Background: an optimization exercise with open tools, aiming at small area, a short achievable clock period and few clock cycles per item. Do not read the settings as production practice.
Only simulation tests tie the RTL to the original design; equivalence was not proved.

// photon_perm
module photon_perm (
    input  wire         clk,
    input  wire         rst,         
    input  wire         in_valid,
    output wire         in_ready,
    input  wire [255:0] in_state,
    output wire         out_valid,
    input  wire         out_ready,
    output wire [255:0] out_state
);
make LEC_CHECK=0 ABC_CLOCK_PERIOD_IN_PS=2500 CAP_MARGIN=20 CORE_MARGIN=2 CORE_UTILIZATION=40 PLACE_DENSITY=0.6 SETUP_SLACK_MARGIN=2.3 SLEW_MARGIN=20 finish   # period 5.0 ns
run.sh (not shown) runs the stock make flow with config.mk's settings and CLKGATE_MAP_FILE= SYNTH_SCRIPT=/design/flow/synth_recipe.tcl, a recipe that flattens the netlist after the stock synthesis.
Testbench counts at the start, summed over its fixed seeds: cycles 6,160, items 512.
Then changed:
==> flow/flow/run.sh (new file) <==
#!/bin/bash
# Own layout flow: the standard flow (standard.sh) with a different
# technology mapping in synthesis (flow/synth.tcl: the same synthesis script,
# but no adder extraction and ABC run with flow/abc.script) and smaller port
# buffers. Each tool's output goes to its own log in the work folder.
set -euo pipefail
W=$PWD
EXTRA=()
[ -f flow/extra.txt ] && mapfile -t EXTRA < <(grep -v '^#' flow/extra.txt | grep .)
bash standard.sh \
  SYNTH_SCRIPT=$W/flow/synth.tcl \
  BENCHV_ABC_SCRIPT=$W/flow/abc.script \
  "${EXTRA[@]}" \
  finish > $W/flow_make.log 2>&1
mkdir -p $W/flow_logs
cp -r $W/orfs/logs/* $W/flow_logs/ 2>/dev/null || true
test -f $W/out/final.def
==> flow/flow/abc.script (new file) <==
&get -n
&st
&dch
&nf
&st
&syn2
&if -g -K 6
&synch2
&nf
&st
&syn2
&if -g -K 6
&synch2
&nf
&st
&syn2
&if -g -K 6
&synch2
&nf
&st
&syn2
&if -g -K 6
&synch2
&nf
&st
&syn2
&if -g -K 6
&synch2
&nf
&put
buffer -c
topo
stime -c
upsize -c
dnsize -c
==> flow/flow/extra.txt (new file) <==
# extra make variables, one per line
BUFFER_PORTS_ARGS=-buffer_cell sky130_fd_sc_hd__buf_2
==> flow/flow/synth.tcl (new file) <==
# The standard flow's synthesis (synth_recipe.tcl) with two changes to the technology
# mapping only: no half/full-adder extraction, and ABC run with our script.
proc synth {args} { yosys synth -nofsm -noshare {*}$args }
proc extract_fa {args} { puts "extract_fa skipped" }
proc abc {args} {
  set i [lsearch -exact $args -script]
  if { $i >= 0 && [info exists ::env(BENCHV_ABC_SCRIPT)] } {
    lset args [expr {$i + 1}] $::env(BENCHV_ABC_SCRIPT)
  }
  set j [lsearch -exact $args -D]
  if { $j >= 0 && [info exists ::env(BENCHV_ABC_D)] } {
    lset args [expr {$j + 1}] $::env(BENCHV_ABC_D)
  }
  puts "abc $args"
  yosys abc {*}$args
}
source $::env(SCRIPTS_DIR)/synth.tcl
# left out here: clear keep_hierarchy, flatten, clean up, hide names made inside functions, write 1_2_yosys.v
==> flow/standard.sh (new file) <==
#!/bin/bash
# synth_recipe.tcl (not shown) runs the flow's synth.tcl, then flattens the netlist and writes it again
# the make line also repeats each setting of config.mk as NAME=value (left out here)
make -C /OpenROAD-flow-scripts/flow DESIGN_CONFIG=/design/flow/config.mk WORK_HOME=/design/flow/orfs CLKGATE_MAP_FILE= SYNTH_SCRIPT=/design/flow/synth_recipe.tcl "${@:-finish}"
- ABC_CLOCK_PERIOD_IN_PS: 2500 -> unset
- SETUP_SLACK_MARGIN: 2.3 -> unset
removed: flow/run.sh
Result:
- The new run completed without violations
- area after synthesis is lower by 7.3%
- routed wire length went down by 10%
- utilization falls by 5.7 points
- global-route usage went down by 0.61 points
- final area went down by 17%
- maximum frequency drops by 14%
- clock-buffer cell count goes up by 4
Then changed:
==> flow/run.sh (new file) <==
#!/bin/bash
# synth_recipe.tcl (not shown) runs the flow's synth.tcl, then flattens the netlist and writes it again
# the make line also repeats each setting of config.mk as NAME=value (left out here)
make -C /OpenROAD-flow-scripts/flow DESIGN_CONFIG=/design/flow/config.mk WORK_HOME=/design/flow/orfs CLKGATE_MAP_FILE= SYNTH_SCRIPT=/design/flow/synth_recipe.tcl finish
- ABC_CLOCK_PERIOD_IN_PS: unset -> 2500
removed: flow/flow/run.sh
removed: flow/flow/abc.script
removed: flow/flow/extra.txt
removed: flow/flow/synth.tcl
removed: flow/standard.sh
The changed run ran to the end with no violations. Maximum frequency decreases by roughly a tenth. Area after synthesis increases by a little under a tenth. Final cell count increases by roughly a tenth. Worst hold slack hardly moves. Cell area increases by roughly a tenth. Utilization increases by 2.1 points.

==> separate check: timing with driven ports <==
The results above use ideal ports. As a check the final layouts listed here were re-extracted and re-timed, cells and wires unchanged.
Step 1 (the two cells are an assumption about what drives the block):
set clk [get_ports {clk}]
set_driving_cell -lib_cell sky130_fd_sc_hd__clkbuf_16 $clk
set_driving_cell -lib_cell sky130_fd_sc_hd__buf_2 [delete_from_list [all_inputs] $clk]
Step 2 times the ports against the registers' clock, not the clock port: input delays grow and output delays shrink by t, the midpoint of the rising clock arrivals with the driver on.
Slacks: no drivers / after step 1 / after step 2; pairs: no drivers / after step 1.
| run | t (ns) | setup slack, ns | worst slew at a driven data input, ns |
|---|---|---|---|
| the first run | 0.712 | 2.006 / 2.006 / 1.750 | 0.16 |
| the second run | 0.694 | 1.515 / 1.515 / 1.515 | 0.20 |
| the third run | 0.698 | 1.073 / 1.073 / 1.073 | 0.16 |
After both steps setup and hold are still met in every run listed. The setup slack of the first run, which loses most, moves by 0.000 ns with the drivers and by -0.256 ns with both steps.
